Context: an optimization exercise on an open-source flow, tuned for small area, a short achievable clock period and few clock cycles per item. The choices shown serve that exercise and are no tape-out recipe. For this run, only the layout was checked, not whether the RTL still works. Power is estimated from default activity; no workload was simulated.

<file path="flow/run.sh">
#!/bin/bash
# Layout flow: the standard layout (standard.sh, all ORFS steps from
# synthesis to finish), with the input and output port buffers placed as
# sky130_fd_sc_hd__buf_1 cells instead of the cell buffer_ports picks by
# itself. Each step's full log stays under orfs/logs/; the output of make
# goes to flow_make.log in this folder.
set -euo pipefail
export BUFFER_PORTS_ARGS="-buffer_cell sky130_fd_sc_hd__buf_1"
bash standard.sh > flow_make.log 2>&1
</file>
<file path="standard.sh">
#!/bin/bash
# synth_recipe.tcl (not shown) runs the flow's synth.tcl, then flattens the netlist and writes it again
# the make line also repeats each setting of config.mk as NAME=value (left out here)
make -C /OpenROAD-flow-scripts/flow DESIGN_CONFIG=/design/flow/config.mk WORK_HOME=/design/flow/orfs CLKGATE_MAP_FILE= SYNTH_SCRIPT=/design/flow/synth_recipe.tcl "${@:-finish}"
</file>
<file path="config.mk">
export PLATFORM = sky130hd
export DESIGN_NAME = popcount_unit
export DESIGN_NICKNAME = popcount_unit
export VERILOG_FILES = /design/flow/design.v
export SDC_FILE = /design/flow/constraint.sdc
export NUM_CORES = 4
export LEC_CHECK = 0
export CAP_MARGIN = 20
export CORE_MARGIN = 2
export CORE_UTILIZATION = 50
export CTS_BUF_LIST = sky130_fd_sc_hd__clkbuf_4
export SETUP_SLACK_MARGIN = 3.6
export SLEW_MARGIN = 20
export SYNTH_HIERARCHICAL = 1
export SYNTH_MINIMUM_KEEP_SIZE = 0
</file>
<file path="constraint.sdc">
create_clock -name core_clock -period 7.0 [get_ports {clk}]
set_input_delay 1.4000 -clock core_clock [delete_from_list [all_inputs] [get_ports {clk}]]
set_output_delay 1.4000 -clock core_clock [all_outputs]
set_load 0.01 [all_outputs]
</file>
<file path="design.v">
module popcount_unit (
    input  wire         clk,
    input  wire         rst,         
    input  wire         in_valid,
    input  wire [1:0]   op,          
    input  wire [127:0] operand,
    output reg          out_valid,
    output reg  [7:0]   result,
    output reg          valid,
    output reg          illegal,
    output reg  [2:0]   strategy
);
    wire fs1;
    wire fc2;
    wire fs3;
    wire fc4;
    wire fs5;
    wire fc6;
    wire fs7;
    wire fc8;
    wire fs9;
    wire fc10;
    wire fs11;
    wire fc12;
    wire fs13;
    wire fc14;
    wire fs15;
    wire fc16;
    wire fs17;
    wire fc18;
    wire fs19;
    wire fc20;
    wire fs21;
    wire fc22;
    wire fs23;
    wire fc24;
    wire fs25;
    wire fc26;
    wire fs27;
    wire fc28;
    wire fs29;
    wire fc30;
    wire fs31;
    wire fc32;
    wire fs33;
    wire fc34;
    wire fs35;
    wire fc36;
    wire fs37;
    wire fc38;
    wire fs39;
    wire fc40;
    wire fs41;
    wire fc42;
    wire fs43;
    wire fc44;
    wire fs45;
    wire fc46;
    wire fs47;
    wire fc48;
    wire fs49;
    wire fc50;
    wire fs51;
    wire fc52;
    wire fs53;
    wire fc54;
    wire fs55;
    wire fc56;
    wire fs57;
    wire fc58;
    wire fs59;
    wire fc60;
    wire fs61;
    wire fc62;
    wire fs63;
    wire fc64;
    wire fs65;
    wire fc66;
    wire fs67;
    wire fc68;
    wire fs69;
    wire fc70;
    wire fs71;
    wire fc72;
    wire fs73;
    wire fc74;
    wire fs75;
    wire fc76;
    wire fs77;
    wire fc78;
    wire fs79;
    wire fc80;
    wire fs81;
    wire fc82;
    wire fs83;
    wire fc84;
    wire fs85;
    wire fc86;
    wire fs87;
    wire fc88;
    wire fs89;
    wire fc90;
    wire fs91;
    wire fc92;
    wire fs93;
    wire fc94;
    wire fs95;
    wire fc96;
    wire fs97;
    wire fc98;
    wire fs99;
    wire fc100;
    wire fs101;
    wire fc102;
    wire fs103;
    wire fc104;
    wire fs105;
    wire fc106;
    wire fs107;
    wire fc108;
    wire fs109;
    wire fc110;
    wire fs111;
    wire fc112;
    wire fs113;
    wire fc114;
    wire fs115;
    wire fc116;
    wire fs117;
    wire fc118;
    wire fs119;
    wire fc120;
    wire fs121;
    wire fc122;
    wire fs123;
    wire fc124;
    wire fs125;
    wire fc126;
    wire fs127;
    wire fc128;
    wire fs129;
    wire fc130;
    wire fs131;
    wire fc132;
    wire fs133;
    wire fc134;
    wire fs135;
    wire fc136;
    wire fs137;
    wire fc138;
    wire fs139;
    wire fc140;
    wire fs141;
    wire fc142;
    wire fs143;
    wire fc144;
    wire fs145;
    wire fc146;
    wire fs147;
    wire fc148;
    wire fs149;
    wire fc150;
    wire fs151;
    wire fc152;
    wire fs153;
    wire fc154;
    wire fs155;
    wire fc156;
    wire fs157;
    wire fc158;
    wire fs159;
    wire fc160;
    wire fs161;
    wire fc162;
    wire fs163;
    wire fc164;
    wire fs165;
    wire fc166;
    wire fs167;
    wire fc168;
    wire fs169;
    wire fc170;
    wire fs171;
    wire fc172;
    wire fs173;
    wire fc174;
    wire fs175;
    wire fc176;
    wire fs177;
    wire fc178;
    wire fs179;
    wire fc180;
    wire fs181;
    wire fc182;
    wire fs183;
    wire fc184;
    wire fs185;
    wire fc186;
    wire fs187;
    wire fc188;
    wire fs189;
    wire fc190;
    wire fs191;
    wire fc192;
    wire fs193;
    wire fc194;
    wire fs195;
    wire fc196;
    wire fs197;
    wire fc198;
    wire gz199;
    wire gz200;
    wire gz201;
    wire gz202;
    wire gz203;
    wire gz204;
    wire gz205;
    wire gz206;
    wire gz207;
    wire gz208;
    wire gz209;
    wire gz210;
    wire gz211;
    wire gz212;
    wire gz213;
    wire gz214;
    wire gs215;
    wire gz216;
    wire gd217;
    wire gd218;
    wire gd219;
    wire gd220;
    wire gd221;
    wire gd222;
    wire gd223;
    wire gd224;
    wire gs225;
    wire gz226;
    wire gd227;
    wire gd228;
    wire gd229;
    wire gd230;
    wire gd231;
    wire gd232;
    wire gd233;
    wire gd234;
    wire gs235;
    wire gz236;
    wire gd237;
    wire gd238;
    wire gd239;
    wire gd240;
    wire gd241;
    wire gd242;
    wire gd243;
    wire gd244;
    wire gs245;
    wire gz246;
    wire gd247;
    wire gd248;
    wire gd249;
    wire gd250;
    wire gd251;
    wire gd252;
    wire gd253;
    wire gd254;
    wire gs255;
    wire gz256;
    wire gd257;
    wire gd258;
    wire gd259;
    wire gd260;
    wire gd261;
    wire gd262;
    wire gd263;
    wire gd264;
    wire gs265;
    wire gz266;
    wire gd267;
    wire gd268;
    wire gd269;
    wire gd270;
    wire gd271;
    wire gd272;
    wire gd273;
    wire gd274;
    wire gs275;
    wire gz276;
    wire gd277;
    wire gd278;
    wire gd279;
    wire gd280;
    wire gd281;
    wire gd282;
    wire gd283;
    wire gd284;
    wire gs285;
    wire gz286;
    wire gd287;
    wire gd288;
    wire gd289;
    wire gd290;
    wire gd291;
    wire gd292;
    wire gd293;
    wire gd294;
    wire gs295;
    wire gz296;
    wire gm297;
    wire gd298;
    wire gd299;
    wire gd300;
    wire gd301;
    wire gd302;
    wire gd303;
    wire gd304;
    wire gd305;
    wire gs306;
    wire gz307;
    wire gm308;
    wire gd309;
    wire gd310;
    wire gd311;
    wire gd312;
    wire gd313;
    wire gd314;
    wire gd315;
    wire gd316;
    wire gs317;
    wire gz318;
    wire gm319;
    wire gd320;
    wire gd321;
    wire gd322;
    wire gd323;
    wire gd324;
    wire gd325;
    wire gd326;
    wire gd327;
    wire gs328;
    wire gz329;
    wire gm330;
    wire gd331;
    wire gd332;
    wire gd333;
    wire gd334;
    wire gd335;
    wire gd336;
    wire gd337;
    wire gd338;
    wire gs339;
    wire gz340;
    wire gm341;
    wire gm342;
    wire gd343;
    wire gd344;
    wire gd345;
    wire gd346;
    wire gd347;
    wire gd348;
    wire gd349;
    wire gd350;
    wire gs351;
    wire gz352;
    wire gm353;
    wire gm354;
    wire gd355;
    wire gd356;
    wire gd357;
    wire gd358;
    wire gd359;
    wire gd360;
    wire gd361;
    wire gd362;
    wire gs363;
    wire gz364;
    wire gm365;
    wire gm366;
    wire gm367;
    wire gd368;
    wire gd369;
    wire gd370;
    wire gd371;
    wire gd372;
    wire gd373;
    wire gd374;
    wire gd375;
    wire fs376;
    wire fc377;
    wire fs378;
    wire fc379;
    wire fs380;
    wire fc381;
    wire fs382;
    wire fc383;
    wire fs384;
    wire fc385;
    wire fs386;
    wire fc387;
    wire fs388;
    wire fc389;
    wire fs390;
    wire fc391;
    wire fs392;
    wire fc393;
    wire fs394;
    wire fc395;
    wire fs396;
    wire fc397;
    wire fs398;
    wire fc399;
    wire fs400;
    wire fc401;
    wire fs402;
    wire fc403;
    wire fs404;
    wire fc405;
    wire fs406;
    wire fc407;
    wire fs408;
    wire fc409;
    wire fs410;
    wire fc411;
    wire fs412;
    wire fc413;
    wire fs414;
    wire fc415;
    wire fs416;
    wire fc417;
    wire es418;
    wire ez419;
    wire es420;
    wire ez421;
    wire es422;
    wire ez423;
    wire es424;
    wire ez425;
    wire es426;
    wire ez427;
    wire em428;
    wire es429;
    wire ez430;
    wire em431;
    wire es432;
    wire ez433;
    wire em434;
    wire em435;
    wire ispop436;
    wire isscan437;
    wire ra438;
    wire rb439;
    wire ra440;
    wire ra441;
    wire ra442;
    wire ra443;
    wire ra444;
    wire ra445;
    wire ra446;
    wire vl447;
    wire il448;
    reg pc0_r1_0;
    reg pc0_r1_1;
    reg pc0_r1_2;
    reg pc0_r1_3;
    reg pc0_r1_4;
    reg pc0_r1_5;
    reg pc1_r1_6;
    reg pc1_r1_7;
    reg pc1_r1_8;
    reg pc1_r1_9;
    reg pc1_r1_10;
    reg pc2_r1_11;
    reg pc2_r1_12;
    reg pc2_r1_13;
    reg pc2_r1_14;
    reg pc2_r1_15;
    reg pc2_r1_16;
    reg pc2_r1_17;
    reg pc2_r1_18;
    reg pc2_r1_19;
    reg pc2_r1_20;
    reg pc3_r1_21;
    reg pc3_r1_22;
    reg pc3_r1_23;
    reg pc3_r1_24;
    reg pc3_r1_25;
    reg pc3_r1_26;
    reg pc3_r1_27;
    reg pc4_r1_28;
    reg gz_r1_29;
    reg gi_r1_30;
    reg gi_r1_31;
    reg gi_r1_32;
    reg gi_r1_33;
    reg gd_r1_34;
    reg gd_r1_35;
    reg gd_r1_36;
    reg gd_r1_37;
    reg gd_r1_38;
    reg gd_r1_39;
    reg gd_r1_40;
    reg gd_r1_41;
    reg op0_r1_42;
    reg op1_r1_43;
    reg ra0_r2_44;
    reg rb0_r2_45;
    reg ra1_r2_46;
    reg ra2_r2_47;
    reg ra3_r2_48;
    reg ra4_r2_49;
    reg ra5_r2_50;
    reg ra6_r2_51;
    reg valid_r2_52;
    reg ill_r2_53;
    reg ispop_r2_54;
    reg vld_r1, vld_r2;
    fa3 u_fs1 (.a(operand[0]), .b(operand[100]), .c(operand[101]), .s(fs1), .co(fc2));
    fa3 u_fs3 (.a(operand[102]), .b(operand[103]), .c(operand[104]), .s(fs3), .co(fc4));
    fa3 u_fs5 (.a(operand[105]), .b(operand[106]), .c(operand[107]), .s(fs5), .co(fc6));
    fa3 u_fs7 (.a(operand[108]), .b(operand[109]), .c(operand[10]), .s(fs7), .co(fc8));
    fa3 u_fs9 (.a(operand[110]), .b(operand[111]), .c(operand[112]), .s(fs9), .co(fc10));
    fa3 u_fs11 (.a(operand[113]), .b(operand[114]), .c(operand[115]), .s(fs11), .co(fc12));
    fa3 u_fs13 (.a(operand[116]), .b(operand[117]), .c(operand[118]), .s(fs13), .co(fc14));
    fa3 u_fs15 (.a(operand[119]), .b(operand[11]), .c(operand[120]), .s(fs15), .co(fc16));
    fa3 u_fs17 (.a(operand[121]), .b(operand[122]), .c(operand[123]), .s(fs17), .co(fc18));
    fa3 u_fs19 (.a(operand[124]), .b(operand[125]), .c(operand[126]), .s(fs19), .co(fc20));
    fa3 u_fs21 (.a(operand[127]), .b(operand[12]), .c(operand[13]), .s(fs21), .co(fc22));
    fa3 u_fs23 (.a(operand[14]), .b(operand[15]), .c(operand[16]), .s(fs23), .co(fc24));
    fa3 u_fs25 (.a(operand[17]), .b(operand[18]), .c(operand[19]), .s(fs25), .co(fc26));
    fa3 u_fs27 (.a(operand[1]), .b(operand[20]), .c(operand[21]), .s(fs27), .co(fc28));
    fa3 u_fs29 (.a(operand[22]), .b(operand[23]), .c(operand[24]), .s(fs29), .co(fc30));
    fa3 u_fs31 (.a(operand[25]), .b(operand[26]), .c(operand[27]), .s(fs31), .co(fc32));
    fa3 u_fs33 (.a(operand[28]), .b(operand[29]), .c(operand[2]), .s(fs33), .co(fc34));
    fa3 u_fs35 (.a(operand[30]), .b(operand[31]), .c(operand[32]), .s(fs35), .co(fc36));
    fa3 u_fs37 (.a(operand[33]), .b(operand[34]), .c(operand[35]), .s(fs37), .co(fc38));
    fa3 u_fs39 (.a(operand[36]), .b(operand[37]), .c(operand[38]), .s(fs39), .co(fc40));
    fa3 u_fs41 (.a(operand[39]), .b(operand[3]), .c(operand[40]), .s(fs41), .co(fc42));
    fa3 u_fs43 (.a(operand[41]), .b(operand[42]), .c(operand[43]), .s(fs43), .co(fc44));
    fa3 u_fs45 (.a(operand[44]), .b(operand[45]), .c(operand[46]), .s(fs45), .co(fc46));
    fa3 u_fs47 (.a(operand[47]), .b(operand[48]), .c(operand[49]), .s(fs47), .co(fc48));
    fa3 u_fs49 (.a(operand[4]), .b(operand[50]), .c(operand[51]), .s(fs49), .co(fc50));
    fa3 u_fs51 (.a(operand[52]), .b(operand[53]), .c(operand[54]), .s(fs51), .co(fc52));
    fa3 u_fs53 (.a(operand[55]), .b(operand[56]), .c(operand[57]), .s(fs53), .co(fc54));
    fa3 u_fs55 (.a(operand[58]), .b(operand[59]), .c(operand[5]), .s(fs55), .co(fc56));
    fa3 u_fs57 (.a(operand[60]), .b(operand[61]), .c(operand[62]), .s(fs57), .co(fc58));
    fa3 u_fs59 (.a(operand[63]), .b(operand[64]), .c(operand[65]), .s(fs59), .co(fc60));
    fa3 u_fs61 (.a(operand[66]), .b(operand[67]), .c(operand[68]), .s(fs61), .co(fc62));
    fa3 u_fs63 (.a(operand[69]), .b(operand[6]), .c(operand[70]), .s(fs63), .co(fc64));
    fa3 u_fs65 (.a(operand[71]), .b(operand[72]), .c(operand[73]), .s(fs65), .co(fc66));
    fa3 u_fs67 (.a(operand[74]), .b(operand[75]), .c(operand[76]), .s(fs67), .co(fc68));
    fa3 u_fs69 (.a(operand[77]), .b(operand[78]), .c(operand[79]), .s(fs69), .co(fc70));
    fa3 u_fs71 (.a(operand[7]), .b(operand[80]), .c(operand[81]), .s(fs71), .co(fc72));
    fa3 u_fs73 (.a(operand[82]), .b(operand[83]), .c(operand[84]), .s(fs73), .co(fc74));
    fa3 u_fs75 (.a(operand[85]), .b(operand[86]), .c(operand[87]), .s(fs75), .co(fc76));
    fa3 u_fs77 (.a(operand[88]), .b(operand[89]), .c(operand[8]), .s(fs77), .co(fc78));
    fa3 u_fs79 (.a(operand[90]), .b(operand[91]), .c(operand[92]), .s(fs79), .co(fc80));
    fa3 u_fs81 (.a(operand[93]), .b(operand[94]), .c(operand[95]), .s(fs81), .co(fc82));
    fa3 u_fs83 (.a(operand[96]), .b(operand[97]), .c(operand[98]), .s(fs83), .co(fc84));
    fa3 u_fs85 (.a(fc10), .b(fc12), .c(fc14), .s(fs85), .co(fc86));
    fa3 u_fs87 (.a(fc16), .b(fc18), .c(fc2), .s(fs87), .co(fc88));
    fa3 u_fs89 (.a(fc20), .b(fc22), .c(fc24), .s(fs89), .co(fc90));
    fa3 u_fs91 (.a(fc26), .b(fc28), .c(fc30), .s(fs91), .co(fc92));
    fa3 u_fs93 (.a(fc32), .b(fc34), .c(fc36), .s(fs93), .co(fc94));
    fa3 u_fs95 (.a(fc38), .b(fc4), .c(fc40), .s(fs95), .co(fc96));
    fa3 u_fs97 (.a(fc42), .b(fc44), .c(fc46), .s(fs97), .co(fc98));
    fa3 u_fs99 (.a(fc48), .b(fc50), .c(fc52), .s(fs99), .co(fc100));
    fa3 u_fs101 (.a(fc54), .b(fc56), .c(fc58), .s(fs101), .co(fc102));
    fa3 u_fs103 (.a(fc6), .b(fc60), .c(fc62), .s(fs103), .co(fc104));
    fa3 u_fs105 (.a(fc64), .b(fc66), .c(fc68), .s(fs105), .co(fc106));
    fa3 u_fs107 (.a(fc70), .b(fc72), .c(fc74), .s(fs107), .co(fc108));
    fa3 u_fs109 (.a(fc76), .b(fc78), .c(fc8), .s(fs109), .co(fc110));
    fa3 u_fs111 (.a(fc80), .b(fc82), .c(fc84), .s(fs111), .co(fc112));
    fa3 u_fs113 (.a(operand[99]), .b(operand[9]), .c(fs1), .s(fs113), .co(fc114));
    fa3 u_fs115 (.a(fs11), .b(fs13), .c(fs15), .s(fs115), .co(fc116));
    fa3 u_fs117 (.a(fs17), .b(fs19), .c(fs21), .s(fs117), .co(fc118));
    fa3 u_fs119 (.a(fs23), .b(fs25), .c(fs27), .s(fs119), .co(fc120));
    fa3 u_fs121 (.a(fs29), .b(fs3), .c(fs31), .s(fs121), .co(fc122));
    fa3 u_fs123 (.a(fs33), .b(fs35), .c(fs37), .s(fs123), .co(fc124));
    fa3 u_fs125 (.a(fs39), .b(fs41), .c(fs43), .s(fs125), .co(fc126));
    fa3 u_fs127 (.a(fs45), .b(fs47), .c(fs49), .s(fs127), .co(fc128));
    fa3 u_fs129 (.a(fs5), .b(fs51), .c(fs53), .s(fs129), .co(fc130));
    fa3 u_fs131 (.a(fs55), .b(fs57), .c(fs59), .s(fs131), .co(fc132));
    fa3 u_fs133 (.a(fs61), .b(fs63), .c(fs65), .s(fs133), .co(fc134));
    fa3 u_fs135 (.a(fs67), .b(fs69), .c(fs7), .s(fs135), .co(fc136));
    fa3 u_fs137 (.a(fs71), .b(fs73), .c(fs75), .s(fs137), .co(fc138));
    fa3 u_fs139 (.a(fs77), .b(fs79), .c(fs81), .s(fs139), .co(fc140));
    fa3 u_fs141 (.a(fc100), .b(fc102), .c(fc104), .s(fs141), .co(fc142));
    fa3 u_fs143 (.a(fc106), .b(fc108), .c(fc110), .s(fs143), .co(fc144));
    fa3 u_fs145 (.a(fc112), .b(fc86), .c(fc88), .s(fs145), .co(fc146));
    fa3 u_fs147 (.a(fc90), .b(fc92), .c(fc94), .s(fs147), .co(fc148));
    fa3 u_fs149 (.a(fc114), .b(fc116), .c(fc118), .s(fs149), .co(fc150));
    fa3 u_fs151 (.a(fc120), .b(fc122), .c(fc124), .s(fs151), .co(fc152));
    fa3 u_fs153 (.a(fc126), .b(fc128), .c(fc130), .s(fs153), .co(fc154));
    fa3 u_fs155 (.a(fc132), .b(fc134), .c(fc136), .s(fs155), .co(fc156));
    fa3 u_fs157 (.a(fc138), .b(fc140), .c(fs101), .s(fs157), .co(fc158));
    fa3 u_fs159 (.a(fs103), .b(fs105), .c(fs107), .s(fs159), .co(fc160));
    fa3 u_fs161 (.a(fs109), .b(fs111), .c(fs85), .s(fs161), .co(fc162));
    fa3 u_fs163 (.a(fs87), .b(fs89), .c(fs91), .s(fs163), .co(fc164));
    fa3 u_fs165 (.a(fs93), .b(fs95), .c(fs97), .s(fs165), .co(fc166));
    fa3 u_fs167 (.a(fs83), .b(fs9), .c(fs113), .s(fs167), .co(fc168));
    fa3 u_fs169 (.a(fs115), .b(fs117), .c(fs119), .s(fs169), .co(fc170));
    fa3 u_fs171 (.a(fs121), .b(fs123), .c(fs125), .s(fs171), .co(fc172));
    fa3 u_fs173 (.a(fs127), .b(fs129), .c(fs131), .s(fs173), .co(fc174));
    fa3 u_fs175 (.a(fs133), .b(fs135), .c(fs137), .s(fs175), .co(fc176));
    fa3 u_fs177 (.a(fc142), .b(fc144), .c(fc146), .s(fs177), .co(fc178));
    fa3 u_fs179 (.a(fc96), .b(fc98), .c(fc150), .s(fs179), .co(fc180));
    fa3 u_fs181 (.a(fc152), .b(fc154), .c(fc156), .s(fs181), .co(fc182));
    fa3 u_fs183 (.a(fc158), .b(fc160), .c(fc162), .s(fs183), .co(fc184));
    fa3 u_fs185 (.a(fc164), .b(fc166), .c(fs141), .s(fs185), .co(fc186));
    fa3 u_fs187 (.a(fs143), .b(fs145), .c(fs147), .s(fs187), .co(fc188));
    fa3 u_fs189 (.a(fs99), .b(fc168), .c(fc170), .s(fs189), .co(fc190));
    fa3 u_fs191 (.a(fc172), .b(fc174), .c(fc176), .s(fs191), .co(fc192));
    fa3 u_fs193 (.a(fs149), .b(fs151), .c(fs153), .s(fs193), .co(fc194));
    fa3 u_fs195 (.a(fs155), .b(fs157), .c(fs159), .s(fs195), .co(fc196));
    fa3 u_fs197 (.a(fs161), .b(fs163), .c(fs165), .s(fs197), .co(fc198));
    assign gz199 = |operand[7:0];
    assign gz200 = |operand[15:8];
    assign gz201 = |operand[23:16];
    assign gz202 = |operand[31:24];
    assign gz203 = |operand[39:32];
    assign gz204 = |operand[47:40];
    assign gz205 = |operand[55:48];
    assign gz206 = |operand[63:56];
    assign gz207 = |operand[71:64];
    assign gz208 = |operand[79:72];
    assign gz209 = |operand[87:80];
    assign gz210 = |operand[95:88];
    assign gz211 = |operand[103:96];
    assign gz212 = |operand[111:104];
    assign gz213 = |operand[119:112];
    assign gz214 = |operand[127:120];
    assign gs215 = op[1] ? gz200 : ~gz199;
    assign gz216 = gz199 | gz200;
    assign gd217 = gs215 ? operand[8] : operand[0];
    assign gd218 = gs215 ? operand[9] : operand[1];
    assign gd219 = gs215 ? operand[10] : operand[2];
    assign gd220 = gs215 ? operand[11] : operand[3];
    assign gd221 = gs215 ? operand[12] : operand[4];
    assign gd222 = gs215 ? operand[13] : operand[5];
    assign gd223 = gs215 ? operand[14] : operand[6];
    assign gd224 = gs215 ? operand[15] : operand[7];
    assign gs225 = op[1] ? gz202 : ~gz201;
    assign gz226 = gz201 | gz202;
    assign gd227 = gs225 ? operand[24] : operand[16];
    assign gd228 = gs225 ? operand[25] : operand[17];
    assign gd229 = gs225 ? operand[26] : operand[18];
    assign gd230 = gs225 ? operand[27] : operand[19];
    assign gd231 = gs225 ? operand[28] : operand[20];
    assign gd232 = gs225 ? operand[29] : operand[21];
    assign gd233 = gs225 ? operand[30] : operand[22];
    assign gd234 = gs225 ? operand[31] : operand[23];
    assign gs235 = op[1] ? gz204 : ~gz203;
    assign gz236 = gz203 | gz204;
    assign gd237 = gs235 ? operand[40] : operand[32];
    assign gd238 = gs235 ? operand[41] : operand[33];
    assign gd239 = gs235 ? operand[42] : operand[34];
    assign gd240 = gs235 ? operand[43] : operand[35];
    assign gd241 = gs235 ? operand[44] : operand[36];
    assign gd242 = gs235 ? operand[45] : operand[37];
    assign gd243 = gs235 ? operand[46] : operand[38];
    assign gd244 = gs235 ? operand[47] : operand[39];
    assign gs245 = op[1] ? gz206 : ~gz205;
    assign gz246 = gz205 | gz206;
    assign gd247 = gs245 ? operand[56] : operand[48];
    assign gd248 = gs245 ? operand[57] : operand[49];
    assign gd249 = gs245 ? operand[58] : operand[50];
    assign gd250 = gs245 ? operand[59] : operand[51];
    assign gd251 = gs245 ? operand[60] : operand[52];
    assign gd252 = gs245 ? operand[61] : operand[53];
    assign gd253 = gs245 ? operand[62] : operand[54];
    assign gd254 = gs245 ? operand[63] : operand[55];
    assign gs255 = op[1] ? gz208 : ~gz207;
    assign gz256 = gz207 | gz208;
    assign gd257 = gs255 ? operand[72] : operand[64];
    assign gd258 = gs255 ? operand[73] : operand[65];
    assign gd259 = gs255 ? operand[74] : operand[66];
    assign gd260 = gs255 ? operand[75] : operand[67];
    assign gd261 = gs255 ? operand[76] : operand[68];
    assign gd262 = gs255 ? operand[77] : operand[69];
    assign gd263 = gs255 ? operand[78] : operand[70];
    assign gd264 = gs255 ? operand[79] : operand[71];
    assign gs265 = op[1] ? gz210 : ~gz209;
    assign gz266 = gz209 | gz210;
    assign gd267 = gs265 ? operand[88] : operand[80];
    assign gd268 = gs265 ? operand[89] : operand[81];
    assign gd269 = gs265 ? operand[90] : operand[82];
    assign gd270 = gs265 ? operand[91] : operand[83];
    assign gd271 = gs265 ? operand[92] : operand[84];
    assign gd272 = gs265 ? operand[93] : operand[85];
    assign gd273 = gs265 ? operand[94] : operand[86];
    assign gd274 = gs265 ? operand[95] : operand[87];
    assign gs275 = op[1] ? gz212 : ~gz211;
    assign gz276 = gz211 | gz212;
    assign gd277 = gs275 ? operand[104] : operand[96];
    assign gd278 = gs275 ? operand[105] : operand[97];
    assign gd279 = gs275 ? operand[106] : operand[98];
    assign gd280 = gs275 ? operand[107] : operand[99];
    assign gd281 = gs275 ? operand[108] : operand[100];
    assign gd282 = gs275 ? operand[109] : operand[101];
    assign gd283 = gs275 ? operand[110] : operand[102];
    assign gd284 = gs275 ? operand[111] : operand[103];
    assign gs285 = op[1] ? gz214 : ~gz213;
    assign gz286 = gz213 | gz214;
    assign gd287 = gs285 ? operand[120] : operand[112];
    assign gd288 = gs285 ? operand[121] : operand[113];
    assign gd289 = gs285 ? operand[122] : operand[114];
    assign gd290 = gs285 ? operand[123] : operand[115];
    assign gd291 = gs285 ? operand[124] : operand[116];
    assign gd292 = gs285 ? operand[125] : operand[117];
    assign gd293 = gs285 ? operand[126] : operand[118];
    assign gd294 = gs285 ? operand[127] : operand[119];
    assign gs295 = op[1] ? gz226 : ~gz216;
    assign gz296 = gz216 | gz226;
    assign gm297 = gs295 ? gs225 : gs215;
    assign gd298 = gs295 ? gd227 : gd217;
    assign gd299 = gs295 ? gd228 : gd218;
    assign gd300 = gs295 ? gd229 : gd219;
    assign gd301 = gs295 ? gd230 : gd220;
    assign gd302 = gs295 ? gd231 : gd221;
    assign gd303 = gs295 ? gd232 : gd222;
    assign gd304 = gs295 ? gd233 : gd223;
    assign gd305 = gs295 ? gd234 : gd224;
    assign gs306 = op[1] ? gz246 : ~gz236;
    assign gz307 = gz236 | gz246;
    assign gm308 = gs306 ? gs245 : gs235;
    assign gd309 = gs306 ? gd247 : gd237;
    assign gd310 = gs306 ? gd248 : gd238;
    assign gd311 = gs306 ? gd249 : gd239;
    assign gd312 = gs306 ? gd250 : gd240;
    assign gd313 = gs306 ? gd251 : gd241;
    assign gd314 = gs306 ? gd252 : gd242;
    assign gd315 = gs306 ? gd253 : gd243;
    assign gd316 = gs306 ? gd254 : gd244;
    assign gs317 = op[1] ? gz266 : ~gz256;
    assign gz318 = gz256 | gz266;
    assign gm319 = gs317 ? gs265 : gs255;
    assign gd320 = gs317 ? gd267 : gd257;
    assign gd321 = gs317 ? gd268 : gd258;
    assign gd322 = gs317 ? gd269 : gd259;
    assign gd323 = gs317 ? gd270 : gd260;
    assign gd324 = gs317 ? gd271 : gd261;
    assign gd325 = gs317 ? gd272 : gd262;
    assign gd326 = gs317 ? gd273 : gd263;
    assign gd327 = gs317 ? gd274 : gd264;
    assign gs328 = op[1] ? gz286 : ~gz276;
    assign gz329 = gz276 | gz286;
    assign gm330 = gs328 ? gs285 : gs275;
    assign gd331 = gs328 ? gd287 : gd277;
    assign gd332 = gs328 ? gd288 : gd278;
    assign gd333 = gs328 ? gd289 : gd279;
    assign gd334 = gs328 ? gd290 : gd280;
    assign gd335 = gs328 ? gd291 : gd281;
    assign gd336 = gs328 ? gd292 : gd282;
    assign gd337 = gs328 ? gd293 : gd283;
    assign gd338 = gs328 ? gd294 : gd284;
    assign gs339 = op[1] ? gz307 : ~gz296;
    assign gz340 = gz296 | gz307;
    assign gm341 = gs339 ? gm308 : gm297;
    assign gm342 = gs339 ? gs306 : gs295;
    assign gd343 = gs339 ? gd309 : gd298;
    assign gd344 = gs339 ? gd310 : gd299;
    assign gd345 = gs339 ? gd311 : gd300;
    assign gd346 = gs339 ? gd312 : gd301;
    assign gd347 = gs339 ? gd313 : gd302;
    assign gd348 = gs339 ? gd314 : gd303;
    assign gd349 = gs339 ? gd315 : gd304;
    assign gd350 = gs339 ? gd316 : gd305;
    assign gs351 = op[1] ? gz329 : ~gz318;
    assign gz352 = gz318 | gz329;
    assign gm353 = gs351 ? gm330 : gm319;
    assign gm354 = gs351 ? gs328 : gs317;
    assign gd355 = gs351 ? gd331 : gd320;
    assign gd356 = gs351 ? gd332 : gd321;
    assign gd357 = gs351 ? gd333 : gd322;
    assign gd358 = gs351 ? gd334 : gd323;
    assign gd359 = gs351 ? gd335 : gd324;
    assign gd360 = gs351 ? gd336 : gd325;
    assign gd361 = gs351 ? gd337 : gd326;
    assign gd362 = gs351 ? gd338 : gd327;
    assign gs363 = op[1] ? gz352 : ~gz340;
    assign gz364 = gz340 | gz352;
    assign gm365 = gs363 ? gm353 : gm341;
    assign gm366 = gs363 ? gm354 : gm342;
    assign gm367 = gs363 ? gs351 : gs339;
    assign gd368 = gs363 ? gd355 : gd343;
    assign gd369 = gs363 ? gd356 : gd344;
    assign gd370 = gs363 ? gd357 : gd345;
    assign gd371 = gs363 ? gd358 : gd346;
    assign gd372 = gs363 ? gd359 : gd347;
    assign gd373 = gs363 ? gd360 : gd348;
    assign gd374 = gs363 ? gd361 : gd349;
    assign gd375 = gs363 ? gd362 : gd350;
    fa3 u_fs376 (.a(pc0_r1_0), .b(pc0_r1_1), .c(pc0_r1_2), .s(fs376), .co(fc377));
    fa3 u_fs378 (.a(pc0_r1_3), .b(pc0_r1_4), .c(pc0_r1_5), .s(fs378), .co(fc379));
    fa3 u_fs380 (.a(pc1_r1_10), .b(pc1_r1_6), .c(pc1_r1_7), .s(fs380), .co(fc381));
    fa3 u_fs382 (.a(pc2_r1_11), .b(pc2_r1_12), .c(pc2_r1_13), .s(fs382), .co(fc383));
    fa3 u_fs384 (.a(pc2_r1_14), .b(pc2_r1_15), .c(pc2_r1_16), .s(fs384), .co(fc385));
    fa3 u_fs386 (.a(pc2_r1_17), .b(pc2_r1_18), .c(pc2_r1_19), .s(fs386), .co(fc387));
    fa3 u_fs388 (.a(pc3_r1_21), .b(pc3_r1_22), .c(pc3_r1_23), .s(fs388), .co(fc389));
    fa3 u_fs390 (.a(pc3_r1_24), .b(pc3_r1_25), .c(pc3_r1_26), .s(fs390), .co(fc391));
    fa3 u_fs392 (.a(pc1_r1_8), .b(pc1_r1_9), .c(fc377), .s(fs392), .co(fc393));
    fa3 u_fs394 (.a(pc3_r1_27), .b(fc383), .c(fc385), .s(fs394), .co(fc395));
    fa3 u_fs396 (.a(pc4_r1_28), .b(fc389), .c(fc391), .s(fs396), .co(fc397));
    fa3 u_fs398 (.a(pc2_r1_20), .b(fc381), .c(fs382), .s(fs398), .co(fc399));
    fa3 u_fs400 (.a(fc387), .b(fs388), .c(fs390), .s(fs400), .co(fc401));
    fa3 u_fs402 (.a(fs384), .b(fs386), .c(fc393), .s(fs402), .co(fc403));
    fa3 u_fs404 (.a(fc379), .b(fs380), .c(fs392), .s(fs404), .co(fc405));
    fa3 u_fs406 (.a(fc395), .b(fc401), .c(fs396), .s(fs406), .co(fc407));
    fa3 u_fs408 (.a(fc399), .b(fs394), .c(fs400), .s(fs408), .co(fc409));
    fa3 u_fs410 (.a(fs398), .b(fc405), .c(fs402), .s(fs410), .co(fc411));
    fa3 u_fs412 (.a(fc403), .b(fs408), .c(fc411), .s(fs412), .co(fc413));
    fa3 u_fs414 (.a(fc409), .b(fs406), .c(fc413), .s(fs414), .co(fc415));
    fa3 u_fs416 (.a(fc397), .b(fc407), .c(fc415), .s(fs416), .co(fc417));
    assign es418 = op1_r1_43 ? gd_r1_35 : ~gd_r1_34;
    assign ez419 = gd_r1_34 | gd_r1_35;
    assign es420 = op1_r1_43 ? gd_r1_37 : ~gd_r1_36;
    assign ez421 = gd_r1_36 | gd_r1_37;
    assign es422 = op1_r1_43 ? gd_r1_39 : ~gd_r1_38;
    assign ez423 = gd_r1_38 | gd_r1_39;
    assign es424 = op1_r1_43 ? gd_r1_41 : ~gd_r1_40;
    assign ez425 = gd_r1_40 | gd_r1_41;
    assign es426 = op1_r1_43 ? ez421 : ~ez419;
    assign ez427 = ez419 | ez421;
    assign em428 = es426 ? es420 : es418;
    assign es429 = op1_r1_43 ? ez425 : ~ez423;
    assign ez430 = ez423 | ez425;
    assign em431 = es429 ? es424 : es422;
    assign es432 = op1_r1_43 ? ez430 : ~ez427;
    assign ez433 = ez427 | ez430;
    assign em434 = es432 ? em431 : em428;
    assign em435 = es432 ? es429 : es426;
    assign ispop436 = ~op1_r1_43 & ~op0_r1_42;
    assign isscan437 = (op1_r1_43 ^ op0_r1_42) & gz_r1_29;
    assign ra438 = (ispop436 & fs376) | (isscan437 & em434);
    assign rb439 = ispop436 & fs378;
    assign ra440 = (ispop436 & fs404) | (isscan437 & em435);
    assign ra441 = (ispop436 & fs410) | (isscan437 & es432);
    assign ra442 = (ispop436 & fs412) | (isscan437 & gi_r1_30);
    assign ra443 = (ispop436 & fs414) | (isscan437 & gi_r1_31);
    assign ra444 = (ispop436 & fs416) | (isscan437 & gi_r1_32);
    assign ra445 = (ispop436 & fc417) | (isscan437 & gi_r1_33);
    assign ra446 = 1'b0;
    assign vl447 = ispop436 | isscan437;
    assign il448 = op1_r1_43 & op0_r1_42;
    always @(posedge clk) begin
        pc0_r1_0 <= fs139;
        pc0_r1_1 <= fs167;
        pc0_r1_2 <= fs169;
        pc0_r1_3 <= fs171;
        pc0_r1_4 <= fs173;
        pc0_r1_5 <= fs175;
        pc1_r1_6 <= fs189;
        pc1_r1_7 <= fs191;
        pc1_r1_8 <= fs193;
        pc1_r1_9 <= fs195;
        pc1_r1_10 <= fs197;
        pc2_r1_11 <= fc190;
        pc2_r1_12 <= fc192;
        pc2_r1_13 <= fc194;
        pc2_r1_14 <= fc196;
        pc2_r1_15 <= fc198;
        pc2_r1_16 <= fs179;
        pc2_r1_17 <= fs181;
        pc2_r1_18 <= fs183;
        pc2_r1_19 <= fs185;
        pc2_r1_20 <= fs187;
        pc3_r1_21 <= fc148;
        pc3_r1_22 <= fc180;
        pc3_r1_23 <= fc182;
        pc3_r1_24 <= fc184;
        pc3_r1_25 <= fc186;
        pc3_r1_26 <= fc188;
        pc3_r1_27 <= fs177;
        pc4_r1_28 <= fc178;
        gz_r1_29 <= gz364;
        gi_r1_30 <= gm365;
        gi_r1_31 <= gm366;
        gi_r1_32 <= gm367;
        gi_r1_33 <= gs363;
        gd_r1_34 <= gd368;
        gd_r1_35 <= gd369;
        gd_r1_36 <= gd370;
        gd_r1_37 <= gd371;
        gd_r1_38 <= gd372;
        gd_r1_39 <= gd373;
        gd_r1_40 <= gd374;
        gd_r1_41 <= gd375;
        op0_r1_42 <= op[0];
        op1_r1_43 <= op[1];
        ra0_r2_44 <= ra438;
        rb0_r2_45 <= rb439;
        ra1_r2_46 <= ra440;
        ra2_r2_47 <= ra441;
        ra3_r2_48 <= ra442;
        ra4_r2_49 <= ra443;
        ra5_r2_50 <= ra444;
        ra6_r2_51 <= ra445;
        valid_r2_52 <= vl447;
        ill_r2_53 <= il448;
        ispop_r2_54 <= ispop436;
    end
    always @(posedge clk) begin
        if (rst) begin
            vld_r1 <= 1'b0;
            vld_r2 <= 1'b0;
        end else begin
            vld_r1 <= in_valid;
            vld_r2 <= vld_r1;
        end
    end
    wire [7:0] row_a = {1'b0, ra6_r2_51, ra5_r2_50, ra4_r2_49, ra3_r2_48, ra2_r2_47, ra1_r2_46, ra0_r2_44};
    wire [7:0] row_b = {1'b0, 1'b0, 1'b0, 1'b0, 1'b0, 1'b0, 1'b0, rb0_r2_45};
    wire [7:0] sum = row_a + row_b;
    wire [4:0] sum_lo = {1'b0, row_a[3:0]} + {1'b0, row_b[3:0]};
    wire       lt16 = ~(|row_a[7:4] | |row_b[7:4] | sum_lo[4]);
    always @* begin
        out_valid = vld_r2;
        result    = sum;
        valid     = valid_r2_52;
        illegal   = ill_r2_53;
        if (ispop_r2_54)
            strategy = lt16 ? 3'b010 : 3'b001;
        else
            strategy = {1'b1, ill_r2_53, ill_r2_53};
    end
endmodule
module fa3 (input wire a, input wire b, input wire c, output wire s, output wire co);
    assign s  = a ^ b ^ c;
    assign co = (a & b) | (a & c) | (b & c);
endmodule
</file>
==> metrics.cfg <==
[clock_network]
clk-insertion-delay-late_ps = 420
cts_root_buffer = clkbuf_4
ctsHoldBuffers = 0
cts_inserted_buffers = 9
clockBufferDepth = 2
cts_tree = yes
h-tree-depth = 3
clkSinkCount = 57
clk_pin_slew_ps = 110

[synth]
yosysSeqAreaShare_pct = 18.8
synthCells = 536
syn-num-nets = 793
ys_ff_latch = 57
synth_edf_count = 0
netlist-cell-type-count = 56
ys.flop_type = dfxtp_1
synth.avg_cell_area_um2 = 11.3
yosysWarnings = 7
async_reset_ff_share_pct = 0
synth_area_um2 = 6060

[setup_path]
r2r_end = ra5_r2_50
cp.required_ps = 7300
worstRegToRegCells = 8
crit_fanout = 4
arrival_ps = 3760
worstSetupPathType = in -> reg
cp-end-kind = flop
crit_path_start_kind = input pin
regToRegSetupSlack_ps = 3630
rr_startpoint = pc0_r1_0

[grt]
grtUsageTotal_pct = 32.5
grt_max_degree = 38
grt_first_pass_wirelength_mm = 30.9
grt_pass1_vias = 5578
antenna_found_initial = 1
grt_overflow_total = 0

[min_path]
holdPathEnd = ra5_r2_50
hp-class = reg -> reg
hold_start = gi_r1_32
whs_path_depth = 1

[status]
run_status = finished clean

[power]
internal-power_mw = 1.29
clkPwrFrac_pct = 9.6
seq_power_share_pct = 23.2
p_comb_share_pct = 67.2
netSwitchingFraction_pct = 43.9
cellPowerDensity_nw_per_um2 = 300
p_leak_nw = 2.75
peakVddDrop_v = 0.000337
power_switching_mw = 1.01

[detailed_routing]
wl_per_cell_um = 23.8
first_pass_iters = 5
via_per_inst = 6.48
drc = 0
vias = 5673
drt_iter0_markers = 488
wirelength_mm = 20.8
drtAntennaViolNets = 0

[final_layout]
multi_input_area_um2 = 5200
final_common_cell = buf_1
insertedDiodeCount = 0
drive_above_1_share_pct = 25.1
final_nets = 980
final_cell_mix = 125 x buf_1, 90 x fa_1, 55 x dfxtp_1
seq_area_um2 = 1140
syn2layout_area_growth_pct = 26.8
stdcell_area_um2 = 7680
post-route-util_pct = 64.5
fill_cells = 993
layout.cells.non_filler = 875

[floorplanning]
core_region_area_um2 = 11900
die_w_um = 114
die_area_um2 = 13000
start_util_pct = 50.9
die_h_um = 114
num_rows = 40
pin_count = 147

[placed_design]
finalWeightedCongestion = 0.999
hpwlAfterDp_mm = 17.5
io_buffers = 146
post_dp_cell_area_um2 = 6840
dp.cells = 817

[timing]
post-route-period-util_pct = 49.4
grt_setup_unrepaired = true
setup-violations-final = 0
worst_pin_slew_ps = 712
hold_slack_ps = 448
finalCriticalPeriod_ps = 3460
slew_viol_final = 0
setup_tns_ps = 0
slew_headroom_pct = 52.0
fin_skew_ps = 7.88
final_hold_viol_count = 0
fmax_mhz = 289

[run]
cap_violations = 0

==> metal layers <==
layer,vias up,wire length [um],track usage [%]
met5,-,0,0
met4,0,860,14.9
met3,55,1740,4.61
met2,348,10300,54.2
met1,2808,7980,42.2
li1,2462,-,-
==> per-stage QoR <==
stage	power, mW	setup slack [ps]
finish	2.31	3540
global route	2.54	3510
CTS	2.33	3540
detailed placement	2.06	2890
global placement	2.01	2790
floorplan	1.50	3440
==> cell usage after synthesis, types with 8 or more instances <==
library cell / n / share of area (%)
nand2_1: 34 / 2.1
or4_4: 11 / 2.0
nor4_1: 16 / 1.7
nor2_1: 26 / 1.6
fa_1: 120 / 40
or4_1: 24 / 3.0
a211oi_1: 12 / 1.5
a221o_1: 11 / 1.8
o31ai_1: 15 / 1.9
a21oi_1: 9 / 0.74
dfxtp_1: 57 / 19
nand4_1: 8 / 0.83
and2_1: 12 / 1.2
a221oi_1: 15 / 2.2
o21ai_0: 27 / 2.2
nand3_1: 16 / 1.3
==> worst max-delay path, stage by stage <==
cell and delay [ps]:
buf_8 100, or4_4 560, or4_4 630, buf_6 150, o21ai_4 150, o21ai_4 100, o211a_1 150, or4_1 510
==> logic make-up after synthesis <==
family	after synthesis	share of synthesized area, %
AOI/OAI and AO/OA	151	18.9
xor gates and xnor gates	5	0.723
adders and majority gates	124	40.5
buffers and inverters	21	1.96
DFF	57	18.8
muxes	11	2.29
and+or+nand+nor	167	16.8
==> power by group through the flow <==
stage | Combinational (mW) | Sequential (mW) | Clock, mW
floorplan | 0.980 | 0.519 | 0
global placement | 1.47 | 0.539 | 0
detailed placement | 1.51 | 0.543 | 0
CTS | 1.57 | 0.536 | 0.226
global route | 1.75 | 0.548 | 0.241
finish | 1.55 | 0.535 | 0.220
==> Yosys stat by module, one instance, submodules excluded <==
| module | cells inside | area [um2] |
|---|---|---|
| fa3 | 1 | 20.0 |
| popcount_unit | 416 | 3660 |
==> worst max-delay path by stage <==
stage | depth (start not counted) | from | endpoint | slack [ps]
after CTS | 8 | pc0_r1_2 | ra5_r2_50 | 3540
after floorplan | 6 | operand[54] | gd_r1_39 | 3440
after detailed placement | 7 | operand[41] | gd_r1_34 | 2890
after global routing | 8 | operand[7] | gd_r1_38 | 3510
final | 8 | operand[60] | gd_r1_38 | 3540
after global placement | 6 | operand[97] | gd_r1_39 | 2790
==> area by class of cell <==
class | count | area share (%)
clock buffer | 9 | 0.880
clock inverter | 7 | 0.798
inverter | 6 | 0.293
multi-input combinational | 460 | 67.7
sequential | 57 | 14.9
tap | 147 | 2.39
timing repair buffer | 189 | 13.0
==> timing repair <==
action,CTS,global route
resized for setup,39,69
cloned,1,1
pin swaps,19,27
endpoints found under the setup margin,12,14
endpoints found under the hold margin,0,0
buffers inserted,20,20

-- static timing again, ports no longer ideal --
The flow's constraints put no driver on any port. The routed layout listed below was extracted and timed again, unchanged, in two steps.
Step 1 assumes that a clkbuf_16 drives the clock port and a buf_2 every other input.
Step 2 moves the port delays by t, midway between the first and last clock arrival at a register: inputs arrive t later, outputs are due t later. That takes back most of the time a late clock gives input paths.
Three values: ideal ports, drivers, drivers and shift; two values: the first two.
t, ns: 0.444
setup WS [ns]: 3.541 / 3.527 / 3.083
cell pins on the clock port's net: 1
After both steps setup and hold are still met in this run. For this run, drivers alone change the setup slack by -0.014 ns; drivers and shift together by -0.458 ns.
